This is an optimization exercise on Yosys and OpenROAD, whose aim is small area, a short achievable clock period and few clock cycles per item, not a production implementation.
No functional check of the RTL was part of any run shown here.

[run.sh]
#!/bin/bash
# synth_recipe.tcl (not shown) runs the flow's synth.tcl, then flattens the netlist and writes it again
# the make line also repeats each setting of config.mk as NAME=value (left out here)
make -C /OpenROAD-flow-scripts/flow DESIGN_CONFIG=/design/flow/config.mk WORK_HOME=/design/flow/orfs CLKGATE_MAP_FILE= SYNTH_SCRIPT=/design/flow/synth_recipe.tcl finish
[config.mk]
export PLATFORM = sky130hd
export DESIGN_NAME = ntc_temp
export DESIGN_NICKNAME = ntc_temp
export VERILOG_FILES = /design/flow/design.v
export SDC_FILE = /design/flow/constraint.sdc
export NUM_CORES = 4
export LEC_CHECK = 0
export CAP_MARGIN = 20
export CORE_MARGIN = 2
export CORE_UTILIZATION = 40
export CTS_BUF_LIST = sky130_fd_sc_hd__clkbuf_8
export PLACE_DENSITY = 0.6
export SETUP_SLACK_MARGIN = 5
export SLEW_MARGIN = 20
[constraint.sdc]
create_clock -name core_clock -period 11.0 [get_ports {clk}]
set_input_delay 2.2000 -clock core_clock [delete_from_list [all_inputs] [get_ports {clk}]]
set_output_delay 2.2000 -clock core_clock [all_outputs]
set_load 0.01 [all_outputs]
[design.v]
module ntc_temp (
    input  wire        clk,
    input  wire        rst,
    input  wire        start,
    input  wire [15:0] vref,
    input  wire [15:0] vntc,
    input  wire [31:0] toff,
    output wire        ready,
    output wire        done,
    output reg         err,
    output reg  [31:0] result
);
    localparam [2:0] S_IDLE = 3'd0, S_NORM = 3'd1, S_LN = 3'd2, S_DIV = 3'd3, S_FIN = 3'd4, S_DONE = 3'd5;
    localparam [36:0] K1M  = 37'd45713176761;    
    localparam [36:0] LN2  = 37'd2977044472;     
    localparam [36:0] NLN2 = ~LN2 + 37'd1;       
    localparam [37:0] NC273 = ~38'd17901158 + 38'd1;   
    reg  [2:0]  state;
    reg  [4:0]  k;
    reg  [37:0] g;         
    reg  [15:0] t;
    reg  [36:0] acc;       
    reg  [13:0] q;         
    wire [29:0] qq = {t, q};
    wire is_idle = (state == S_IDLE);
    wire is_norm = (state == S_NORM);
    wire is_ln   = (state == S_LN);
    wire is_div  = (state == S_DIV);
    wire is_fin  = (state == S_FIN);
    wire is_done = (state == S_DONE);
    assign ready = is_idle | is_done;
    assign done  = is_done;
    wire a_zero = (g[26:11] == 16'd0);
    wire b_zero = (t == 16'd0);
    wire a_n    = g[26];
    wire b_n    = t[15];
    wire init   = is_norm & a_n & b_n;
    wire a_ge_b = (g[26:11] >= t);
    function [36:0] lnc;
        input [4:0] kk;
        begin
            case (kk)
                5'd0:  lnc = 37'd2977044472;
                5'd1:  lnc = 37'd1741459379;
                5'd2:  lnc = 37'd958394255;
                5'd3:  lnc = 37'd505874286;
                5'd4:  lnc = 37'd260380768;
                5'd5:  lnc = 37'd132163268;
                5'd6:  lnc = 37'd66589974;
                5'd7:  lnc = 37'd33424039;
                5'd8:  lnc = 37'd16744533;
                5'd9:  lnc = 37'd8380427;
                5'd10: lnc = 37'd4192257;
                5'd11: lnc = 37'd2096640;
                5'd12: lnc = 37'd1048448;
                5'd13: lnc = 37'd524256;
                5'd14: lnc = 37'd262136;
                5'd15: lnc = 37'd131070;
                default: lnc = 37'd1 << (6'd32 - {1'b0, kk});
            endcase
        end
    endfunction
    reg [4:0] kstop;
    always @(*) begin
        casez (acc[36:29])
            8'b1???????: kstop = 5'd16;
            8'b011?????: kstop = 5'd17;
            8'b010?????: kstop = 5'd18;
            8'b0011????: kstop = 5'd19;
            8'b0010????: kstop = 5'd20;
            8'b00011???: kstop = 5'd21;
            8'b00010???: kstop = 5'd22;
            8'b000011??: kstop = 5'd23;
            8'b000010??: kstop = 5'd24;
            8'b0000011?: kstop = 5'd25;
            8'b0000010?: kstop = 5'd27;
            8'b00000011: kstop = 5'd28;
            8'b00000010: kstop = 5'd29;
            default:     kstop = 5'd30;
        endcase
    end
    wire last = is_ln & (k >= kstop);
    reg [37:0] rem0;
    reg [6:0]  mark;
    always @(*) begin
        if      (acc >= 37'd56908316672) begin rem0 = 38'd113413980160; mark = 7'b1000000; end
        else if (acc >= 37'd28454158336) begin rem0 = 38'd56706990080;  mark = 7'b0100000; end
        else if (acc >= 37'd14227079168) begin rem0 = 38'd28353495040;  mark = 7'b0010000; end
        else if (acc >= 37'd7113539584)  begin rem0 = 38'd14176747520;  mark = 7'b0001000; end
        else if (acc >= 37'd3556769792)  begin rem0 = 38'd7088373760;   mark = 7'b0000100; end
        else if (acc >= 37'd1778384896)  begin rem0 = 38'd3544186880;   mark = 7'b0000010; end
        else                             begin rem0 = 38'd1772093440;   mark = 7'b0000001; end
    end
    wire [29:0] shl = g[29:0] >> k[3:0];    
    wire [37:0] cen = 38'd1 << (5'd31 - k);
    wire        sel_sh = (is_ln | is_norm) & ~k[4];
    wire [37:0] x2_fix = ({38{is_div}} & ~cen) | ({38{is_fin}} & {8'd0, qq});
    wire [37:0] x2  = ({38{sel_sh}} & {8'd0, shl}) | x2_fix;
    wire [37:0] m_fix = ({38{is_div}} & {1'b0, acc}) | ({38{is_fin}} & {6'd0, result}) |
                        ({38{is_ln}} & {10'd0, t, 12'd0});
    wire [37:0] m_set = a_ge_b ? {10'd0, t, 12'd0} : {11'd0, t, 11'd0};
    wire [37:0] m   = m_fix | ({38{is_norm}} & m_set);
    wire [37:0] mn  = ~m;
    wire [37:0] sv  = g ^ x2 ^ mn;
    wire [37:0] cv  = (g & x2) | (g & mn) | (x2 & mn);
    wire [37:0] s   = sv + {cv[36:0], is_div} + 38'd1;
    wire        take = ~s[37];
    wire [36:0] acc_add = acc + ((is_norm & ~init) ? (a_n ? LN2 : NLN2) : lnc(k));
    wire        en_t  = (is_ln & ~last) | (is_div & ~qq[29]);
    wire        use_s = init | (take & en_t);
    wire [37:0] g_alt = ready ? {11'd0, vntc, 11'd0} :
                        last ? rem0 :
                        (is_div & qq[29]) ? NC273 :
                        (is_norm & ~init & a_n) ? g : {g[36:0], 1'b0};
    wire        en_d  = (is_norm & ~init & (a_n ^ b_n)) | (init & a_ge_b);
    wire [36:0] acc_alt = ready ? K1M : en_d ? acc_add : acc;
    always @(posedge clk) begin
        if (rst) begin
            state <= S_IDLE;
        end else begin
            case (state)
                S_IDLE, S_DONE: state <= start ? S_NORM : S_IDLE;
                S_FIN: state <= S_DONE;
                S_NORM: begin
                    if (a_zero | b_zero) begin
                        err   <= 1'b1;
                        state <= S_DONE;
                    end else if (init) begin
                        state <= S_LN;
                    end
                end
                S_LN:  if (last) state <= S_DIV;
                S_DIV: if (qq[29]) begin
                    err   <= 1'b0;
                    state <= S_FIN;
                end
                default: state <= S_IDLE;
            endcase
        end
    end
    always @(posedge clk) begin
        g <= use_s ? {s[36:0], 1'b0} : g_alt;
        if (ready)
            t <= vref;
        else if (init)
            t <= g[26:11];
        else if (last)
            t <= 16'd0;
        else if ((is_norm & ~b_n) | is_div)
            t <= {t[14:0], is_div & q[13]};
        acc <= (is_ln & take) ? acc_add : acc_alt;
        if (ready)
            k <= 5'd0;
        else if (init | (is_ln & ~last))
            k <= k + 5'd1;
        if (last)
            q <= {7'd0, mark};
        else
            q <= {q[12:0], take & is_div};
        if (ready)
            result <= toff;
        else if (is_fin)
            result <= s[31:0];
    end
endmodule
==> flow_summary.yaml, run 1 <==
outcome:
  status: "complete, no violations"
logic_synthesis:
  syn_area_um2: 16100
  yosys.cell_types.count: 79
  synth-seq-cells: 145
  syn_inst: 2006
  syn-num-nets: 2218
  synth-edff-count: 123
  synth_ff_type: "edfxtp_1"
  seq_area_frac_synth: 0.256
  synth_area_per_cell_um2: 8.04
  ys.warnings.count: 1
  async_flop_share: 0
sta:
  fmax_ghz: 0.169
  finalCritPeriodShare: 0.539
  setup-tns-final_ps: 0
  setup-violations-final: 0
  rsz0062_at_grt: "false"
  report.final.slew_viol_count: 0
  hold_viol: 0
  setup_ws_ps: 5070
  worst_clock_skew_ps: 22.3
  relSlewSlack: 0.317
  tightest_slew_ps: 1020
  period_needed_ps: 5930
floorplanning:
  ios: 102
  die_h_um: 205
  die_w_um: 205
  num_rows: 73
  die-area_um2: 41900
  initial_core_util: 0.406
  core_um2: 39700
finish:
  fillers: 3993
  fin_util: 0.460
  num-nets-final: 2238
  mostFrequentLayoutCell: "nand2_1"
  drive_gt1_frac: 0.0844
  stdcell_count: 2564
  diodes: 0
  mostFrequentLayoutCells: "nand2_1, a21oi_1, inv_1"
  area.growth.synth_to_final_pct: 13.3
worst_setup_path:
  slowest_stage: "edfxtp_1"
  required_ps: 11340
  reg2reg_from: "g[17]"
  crit_path_end_kind: "register"
  cp_top_family: "compound AO/OA/AOI/OAI gates"
  crit_buf_inv: 1
  crit_fanout: 7
  worstSetupStartpointType: "register"
  arrival_ps: 6270
  crit_path_start: "g[17]"
  criticalPathCategory: "register to register"
  max_stage_delay_ps: 610
  path_cells: "ha_1, nand3_1, or3_1, a31oi_2, a21boi_4, buf_4, and3_1, a311oi_2, fa_1, ha_1, nor3_1, o31ai_1, nand3_1, a31oi_4, o2111a_1, o221ai_1, o41ai_2, xnor2_1, mux2i_1"
clock_network:
  cts_sinks: 145
  numCtsBuffers: 17
  clkLatencyLatePin_ps: 590
  clkTransAtPathRegs_ps: 90
  cts_tree: "done"
  h-tree-depth: 4
  clockBufferDepth: 2
  root_buffer: "clkbuf_8"
routing:
  antenna_left: 0
  initialDrtViolationCount: 1725
  detail_route.wl_per_cell_um: 25.5
  dr.pass1.iters: 10
  via_per_inst: 6.33
  wirelength_um: 65500
  vias: 16224
  drc: 0
place:
  placed_cells: 2509
  io_buffers: 101
  dp_hpwl_um: 48900
  gp_congestion: 1.01
  pre_cts_ws_ps: 3930
hold_path:
  hold_start: "q[9]"
  hold_class: "register to register"
global_route:
  grt_pass1_wl_um: 97400
  grt_overflow: 0
  gr-usage-all-layers: 0.312
  grt_max_degree: 61
  antenna_found_initial: 2
  grt_pass1_vias: 15565
run:
  max-cap-violations: 0
## registers in the layout (all words and copies together), names as in the netlist
| register | count |
|---|---|
| acc | 37 |
| err | 1 |
| g | 37 |
| k | 5 |
| q | 14 |
| result | 32 |
| state | 3 |
| t | 16 |
## kinds of logic after synthesis
family          share of synthesized area
flops                               0.256
xor+xnor                           0.0406
compound gates                      0.263
mux                                0.0631
simple gates                        0.179
buf+inv                            0.0704
fa+ha+maj                           0.128
## worst register-to-register path, delay by kind of cell, from the launching register on
family	cells	cell delay, ps
AOI/OAI and AO/OA	8	2390
adders and majority gates	3	1290
and+or+nand+nor	5	1000
DFF	1	610
buffers and inverters	1	180
xor gates and xnor gates	1	150
muxes	1	80
## per-stage QoR
| step | hold WS, ps | cell area [um2] |
|---|---|---|
| after floorplan | 424 | 16200 |
| after global placement | 436 | 17500 |
| after detailed placement | 446 | 17500 |
| after CTS | 452 | 18100 |
| after global routing | 458 | 18300 |
| final | 444 | 18300 |
## routing by layer
layer  global-route usage  up-vias  share of wire
met2                0.493      763           0.45
met4                0.135        4          0.039
met1                0.414     7913           0.43
met3               0.0624      133          0.079
met5                    0        -        0.00050
li1                     -     7411              -
## synth_stat cells, types with 45 or more instances
library cell,n,area (um2)
a21o_1,57,428
a21oi_1,141,706
clkbuf_1,118,443
edfxtp_1,123,3690
ha_1,112,1400
inv_1,138,518
mux2i_1,51,510
nand2_1,255,957
nand3_1,91,455
nor2_1,141,529
o21ai_0,137,686
xnor2_1,45,394
## worst paths after layout
check	end	slack [ps]	cells past startpoint
setup / recovery	g[37]	5070	19
hold reg to reg	q[10]	440	1
hold / removal	q[10]	440	1
setup reg to reg	g[37]	5070	19
## final cells by class
cell class / instances / area, um2 / area share
clock inverters: 14 / 141 / 0.00773
repair buffers: 154 / 1460 / 0.0800
inverters: 140 / 539 / 0.0295
flip-flops and latches: 145 / 4140 / 0.227
multi-input cells: 1568 / 11100 / 0.607
well taps: 525 / 657 / 0.0359
clock buffers: 18 / 248 / 0.0136
## timing repair
| item | in CTS | in global routing |
|---|---|---|
| buffers inserted | 11 | 11 |
| gates resized for setup | 22 | 24 |
| pin swaps | 3 | 2 |
| endpoints found under the setup margin | 103 | 92 |
| hold buffers | 0 | 0 |
==> inputs of run 2 (changes only) <==
--- a/design.v
+++ b/design.v
@@ -31,10 +31,10 @@
     assign ready = is_idle | is_done;
     assign done  = is_done;
-    wire a_zero = (g[26:11] == 16'd0);
+    wire a_zero = (g[32:17] == 16'd0);
     wire b_zero = (t == 16'd0);
-    wire a_n    = g[26];
+    wire a_n    = g[32];
     wire b_n    = t[15];
     wire init   = is_norm & a_n & b_n;
-    wire a_ge_b = (g[26:11] >= t);
+    wire a_ge_b = (g[32:17] >= t);
     function [36:0] lnc;
         input [4:0] kk;
@@ -92,12 +92,12 @@
         else                             begin rem0 = 38'd1772093440;   mark = 7'b0000001; end
     end
-    wire [29:0] shl = g[29:0] >> k[3:0];    
+    wire [37:0] shl = g >> k[3:0];
     wire [37:0] cen = 38'd1 << (5'd31 - k);
     wire        sel_sh = (is_ln | is_norm) & ~k[4];
     wire [37:0] x2_fix = ({38{is_div}} & ~cen) | ({38{is_fin}} & {8'd0, qq});
-    wire [37:0] x2  = ({38{sel_sh}} & {8'd0, shl}) | x2_fix;
+    wire [37:0] x2  = ({38{sel_sh}} & shl) | x2_fix;
     wire [37:0] m_fix = ({38{is_div}} & {1'b0, acc}) | ({38{is_fin}} & {6'd0, result}) |
-                        ({38{is_ln}} & {10'd0, t, 12'd0});
-    wire [37:0] m_set = a_ge_b ? {10'd0, t, 12'd0} : {11'd0, t, 11'd0};
+                        ({38{is_ln}} & {4'd0, t, 18'd0});
+    wire [37:0] m_set = a_ge_b ? {4'd0, t, 18'd0} : {5'd0, t, 17'd0};
     wire [37:0] m   = m_fix | ({38{is_norm}} & m_set);
     wire [37:0] mn  = ~m;
@@ -109,5 +109,5 @@
     wire        en_t  = (is_ln & ~last) | (is_div & ~qq[29]);
     wire        use_s = init | (take & en_t);
-    wire [37:0] g_alt = ready ? {11'd0, vntc, 11'd0} :
+    wire [37:0] g_alt = ready ? {5'd0, vntc, 17'd0} :
                         last ? rem0 :
                         (is_div & qq[29]) ? NC273 :
@@ -144,5 +144,5 @@
             t <= vref;
         else if (init)
-            t <= g[26:11];
+            t <= g[32:17];
         else if (last)
             t <= 16'd0;
==> run 2 against run 1 <==
- clock skew is 9.2 ps higher
- critical path depth is 10 higher
- hold slack improved by 20 ps
==> flow_summary.yaml, run 2 <==
finish:
  area.growth.synth_to_final_pct: 18.1
  stdcell_count: 2599
  mostFrequentLayoutCells: "nand2_1, a21oi_1, nor2_1"
  num-nets-final: 2273
  diodes: 0
  top_regs: "acc: 37 flops, g: 37 flops, result: 32 flops"
  fin_area_um2: 19000
  mostFrequentLayoutCell: "nand2_1"
  fin_util: 0.478
  drive_gt1_frac: 0.120
global_route:
  grt_overflow: 0
  grt_pass1_vias: 15756
  grt_max_degree: 92
  gr-usage-all-layers: 0.334
  grt_pass1_wl_um: 103000
  antenna_found_initial: 0
sta:
  rsz0062_at_grt: "false"
  report.final.slew_viol_count: 0
  period_needed_ps: 5890
  hold_viol: 0
  setup_ws_ps: 5110
  setup-violations-final: 0
  fmax_ghz: 0.170
  worst_clock_skew_ps: 31.5
  setup-tns-final_ps: 0
  relSlewSlack: 0.241
  finalCritPeriodShare: 0.536
  tightest_slew_ps: 1140
hold_path:
  hold_class: "register to register"
logic_synthesis:
  synth-seq-cells: 145
  syn-num-nets: 2214
  synth_ff_type: "edfxtp_1"
  syn_area_um2: 16000
  synth_top_area_cell: "edfxtp_1"
  synth_most_common_cell: "nand2_1"
  async_flop_share: 0
  seq_area_frac_synth: 0.258
  synth_area_per_cell_um2: 8.01
  yosys.cell_types.count: 74
  synth_top_area_frac: 0.230
  synth-edff-count: 123
  syn_inst: 2002
  synth_commonest_cells: "nand2_1, a21oi_1, nor2_1"
  synthTopCellsByArea: "edfxtp_1, ha_1, a21oi_1, nand2_1, o21ai_0"
  ys.warnings.count: 1
place:
  gp_congestion: 1.00
  pre_cts_ws_ps: 3570
  dp_hpwl_um: 51000
  placed_area_um2: 17500
  placed_cells: 2516
  io_buffers: 101
clock_network:
  h-tree-depth: 4
  clockBufferDepth: 2
  cts_sinks: 145
  cts_tree: "done"
  hold_buffers: 0
  clkLatencyLatePin_ps: 560
  root_buffer: "clkbuf_8"
  clkTransAtPathRegs_ps: 90
  numCtsBuffers: 17
worst_setup_path:
  crit_path_end_kind: "register"
  crit_path_frequent_cell: "buf_4"
  worstSetupStartpointType: "register"
  arrival_ps: 6180
  required_ps: 11280
  crit_fanout: 8
  criticalPathCategory: "register to register"
  slowest_stage: "edfxtp_1"
  max_stage_delay_ps: 560
routing:
  drc: 0
  wirelength_um: 70200
  antenna_left: 0
  via_per_inst: 6.48
  initialDrtViolationCount: 2019
  detail_route.wl_per_cell_um: 27.0
  dr.pass1.iters: 6
  vias: 16850
floorplanning:
  ios: 102
  die_w_um: 204
  num_rows: 73
  die-area_um2: 41700
  die_h_um: 204
  initial_core_util: 0.405
  core_um2: 39600
outcome:
  status: "complete, no violations"
run:
  max-cap-violations: 0
## run 2: area by class of cell
type / count / area [um2]
clock buffers: 17 / 234
clock inverters: 15 / 138
fillers: 3893 / 20700
inverters: 141 / 546
multi-input cells: 1574 / 11400
flip-flops and latches: 145 / 4140
well taps: 525 / 657
repair buffers: 182 / 1820
## run 2: layer usage
layer | vias up | track usage | part of all wire
met3 | 204 | 0.0643 | 0.095
met1 | 8141 | 0.451 | 0.42
met2 | 991 | 0.506 | 0.43
met5 | - | 0 | 0
li1 | 7514 | - | -
met4 | 0 | 0.175 | 0.058
## run 2: critical path: cells and delay by family (launching register included)
| family | cells | cell delay, ps |
|---|---|---|
| AO/OA/AOI/OAI | 12 | 2200 |
| buffers and inverters | 11 | 1330 |
| flip-flops | 1 | 560 |
| AND/OR/NAND/NOR | 2 | 200 |
| XOR/XNOR | 1 | 180 |
| adder cells (fa/ha/maj) | 3 | 1150 |
## run 2: timing repair
item | 4_1_cts | 5_1_grt
cloned | 4 | 0
buffers inserted | 33 | 14
endpoints found under the setup margin | 101 | 93
resized for setup | 74 | 71
pin swaps | 20 | 35
## run 2: worst paths after layout
kind               from  endpoint  slack, ps  cells past startpoint
setup / recovery  g[18]     g[34]       5110                     29
hold / removal    q[11]     q[12]        460                      1
setup reg to reg  g[18]     g[34]       5110                     29
hold reg to reg   q[11]     q[12]        460                      1
## run 2: cell families (layout without fill, tap and decap cells)
| family | Yosys count | count (layout) | share of synthesized area |
|---|---|---|---|
| AOI/OAI and AO/OA | 670 | 671 | 0.273 |
| and+or+nand+nor | 620 | 620 | 0.176 |
| buffers and inverters | 284 | 355 | 0.0676 |
| adders and majority gates | 145 | 145 | 0.129 |
| DFF | 145 | 145 | 0.258 |
| xor gates and xnor gates | 73 | 73 | 0.0399 |
| muxes | 65 | 65 | 0.0557 |
## run 2: through the flow
| step | hold WS, ps |
|---|---|
| after floorplan | 424 |
| after global placement | 441 |
| after detailed placement | 444 |
| after CTS | 465 |
| after global routing | 489 |
| final | 464 |
==> inputs of run 3 (changes only) <==
==> flow/run.sh (new file) <==
#!/bin/bash
# Own flow: the standard layout (standard.sh) unchanged, except that the
# port buffers that global placement inserts on every input and output are
# the smallest buffer (buf_1) instead of the resizer's default pick.
set -euo pipefail
sed 's|"\${@:-finish}"|"BUFFER_PORTS_ARGS=-buffer_cell sky130_fd_sc_hd__buf_1" "${@:-finish}"|' standard.sh > standard_buf.sh
grep -q "BUFFER_PORTS_ARGS" standard_buf.sh
bash standard_buf.sh finish > flow_make.log 2>&1
==> standard.sh (new file) <==
#!/bin/bash
# synth_recipe.tcl (not shown) runs the flow's synth.tcl, then flattens the netlist and writes it again
# the make line also repeats each setting of config.mk as NAME=value (left out here)
make -C /OpenROAD-flow-scripts/flow DESIGN_CONFIG=/design/flow/config.mk WORK_HOME=/design/flow/orfs CLKGATE_MAP_FILE= SYNTH_SCRIPT=/design/flow/synth_recipe.tcl "${@:-finish}"
removed: run.sh
==> run 3 against run 2 <==
- still clean on timing, DRC and antenna
- register-to-register slack worse by 240 ps
- via count grew 1.2%
- highest routed layer unchanged
==> flow_summary.yaml, run 3 <==
clock_network:
  clkTransAtPathRegs_ps: 100
  hold_buffers: 0
  clockBufferDepth: 2
  cts_tree: "done"
  cts_sinks: 145
  h-tree-depth: 4
  root_buffer: "clkbuf_8"
  numCtsBuffers: 17
  clkLatencyLatePin_ps: 540
logic_synthesis:
  ys.warnings.count: 1
  synth_most_common_cell: "nand2_1"
  synth_top_area_cell: "edfxtp_1"
  yosys.cell_types.count: 74
  synth-seq-cells: 145
  synthTopCellsByArea: "edfxtp_1, ha_1, a21oi_1, nand2_1, o21ai_0"
  syn_area_um2: 16000
  async_flop_share: 0
  synth_commonest_cells: "nand2_1, a21oi_1, nor2_1"
  synth_compound_area_frac: 0.273
  synth_area_per_cell_um2: 8.01
  synthMuxAreaShare: 0.0557
  synth_top_family_by_area: "compound AO/OA/AOI/OAI gates"
  synth_xor_area_frac: 0.0399
  synth_simple_gate_area_share: 0.176
  seq_area_frac_synth: 0.258
  synth_ff_type: "edfxtp_1"
  syn-num-nets: 2214
  synth_top_area_frac: 0.230
  synth-edff-count: 123
  syn_inst: 2002
  synthAdderAreaFrac: 0.129
worst_setup_path:
  path_cells: "inv_1, ha_1, a21o_1, a21o_1, a21o_1, a21o_1, a211o_4, a21oi_4, buf_6, clkbuf_16, mux2i_4, a221oi_4, fa_2, ha_4, nand4_1, nor2_4, nand2_1, o31a_1, o311a_1, a211o_4, buf_12, a2111oi_4, a21oi_1"
  crit_buf_inv: 4
  crit_fanout: 14
  reg2reg_from: "t[2]"
  crit_path_end_kind: "register"
  arrival_ps: 6410
  worstSetupStartpointType: "register"
  timing.reg2reg.worst_path_depth: 23
  required_ps: 11280
  ff2ff_setup_slack_ps: 4870
  crit_path_start: "t[2]"
  slowest_stage: "edfxtp_1"
  r2r-end: "g[34]"
  cp_top_family: "compound AO/OA/AOI/OAI gates"
  crit_path_frequent_cell: "a21o_1"
  max_stage_delay_ps: 540
  criticalPathCategory: "register to register"
hold_path:
  hold_depth: 1
  hold_start: "q[11]"
  whs_endpoint: "q[12]"
  hold_class: "register to register"
sta:
  setup-violations-final: 0
  rsz0062_at_grt: "true"
  worst_clock_skew_ps: 25.8
  fmax_ghz: 0.163
  setup-tns-final_ps: 0
  period_needed_ps: 6130
  finalCritPeriodShare: 0.558
  tightest_slew_ps: 1130
  hold_viol: 0
  report.final.slew_viol_count: 0
  relSlewSlack: 0.243
outcome:
  status: "complete, no violations"
floorplanning:
  num_rows: 73
  die_h_um: 204
  core_um2: 39600
  initial_core_util: 0.405
  die-area_um2: 41700
  die_w_um: 204
  ios: 102
finish:
  top_regs: "acc: 37 flops, g: 37 flops, result: 32 flops"
  fin_area_um2: 18600
  num-nets-final: 2283
  drive_gt1_frac: 0.118
  fillers: 3972
  mostFrequentLayoutCells: "nand2_1, a21oi_1, nor2_1"
  area.growth.synth_to_final_pct: 16.2
  fin_util: 0.470
  mostFrequentLayoutCell: "nand2_1"
routing:
  vias: 17048
  detail_route.wl_per_cell_um: 26.8
  wirelength_um: 69900
  via_per_inst: 6.53
  initialDrtViolationCount: 2428
  dr.pass1.iters: 9
  drc: 0
  antenna_left: 0
global_route:
  grt_pass1_wl_um: 101000
  grt_pass1_vias: 15779
  grt_overflow: 0
  gr-usage-all-layers: 0.323
  antenna_found_initial: 1
  grt_max_degree: 74
run:
  max-cap-violations: 0
place:
  placed_area_um2: 16800
  gp_congestion: 0.992
  io_buffers: 101
  dp_hpwl_um: 49200
[run 3: cell count changes in the layout (fill, tap and decap cells not counted), sizes merged, moves of 2 or more]
cell	delta
buf	+102
bufinv	+3
clkbuf	+9
clkdlybuf4s50	-101
clkinv	+2
clkinvlp	+2
inv	-6
[run 3: area by class of cell]
type                            instances  area (um2)  share of cell area
Tap cell                              525         657              0.0352
Clock buffer                           17         234              0.0126
Multi-Input combinational cell       1574       11400               0.612
Antenna cell                            1        2.50            0.000134
Inverter                              141         549              0.0295
Clock inverter                         15         201              0.0108
Timing Repair Buffer                  191        1430              0.0767
Timing Repair inverter                  1        7.51            0.000403
Sequential cell                       145        4150               0.222
[run 3: kinds of logic after synthesis]
kind of cell,Yosys count
AOI/OAI and AO/OA,670
and+or+nand+nor,620
buffers and inverters,284
adders and majority gates,145
DFF,145
xor gates and xnor gates,73
muxes,65
[run 3: what timing repair did]
action	CTS	global route
pin swaps	14	31
setup endpoints to repair	117	93
gates resized for setup	65	83
setup buffers	25	18
endpoints found under the hold margin	0	0
cloned	6	10
[run 3: layer usage]
metal | vias up | GRT usage | share of wire
li1 | 7533 | - | -
met1 | 8148 | 0.432 | 0.41
met2 | 1150 | 0.485 | 0.42
met3 | 217 | 0.0719 | 0.11
met4 | 0 | 0.172 | 0.060
met5 | - | 0 | 0
[run 3: worst max-delay path by stage]
stage / endpoint / slack [ps] / depth (start not counted)
detailed placement: acc[0] / 3610 / 23
global placement: acc[0] / 3560 / 23
finish: g[34] / 4870 / 23
CTS: acc[29] / 4990 / 20
floorplan: acc[0] / 5010 / 21
global route: g[34] / 4800 / 24
[run 3: through the flow]
| step | hold slack [ps] | setup slack, ps | std cells |
|---|---|---|---|
| after floorplan | 424 | 5010 | 2002 |
| after global placement | 439 | 3560 | 2517 |
| after detailed placement | 442 | 3610 | 2517 |
| after CTS | 465 | 4990 | 2580 |
| after global routing | 488 | 4800 | 2609 |
| final | 465 | 4870 | 2610 |

[re-timing with driven ports]
No port has a modelled driver above. Below, the same layouts with a new extraction and two added sets of constraints.
Step 1: set_driving_cell puts a clkbuf_16 on clk and a buf_2 on each other input, an assumption about the parent block.
Step 2 times the ports against the registers' clock, not the clock port: input delays grow and output delays shrink by t, the midpoint of the rising clock arrivals with the driver on.
Slacks: no drivers / after step 1 / after step 2; pairs: no drivers / after step 1.
run	t, ns	setup slack, ns	latest minus earliest clock arrival (ns)
run 1	0.625	5.072 / 5.072 / 5.072	0.022 / 0.022
run 2	0.591	5.108 / 5.108 / 5.108	0.032 / 0.031
run 3	0.574	4.867 / 4.867 / 4.867	0.026 / 0.025
After both steps setup and hold are still met in every run listed.
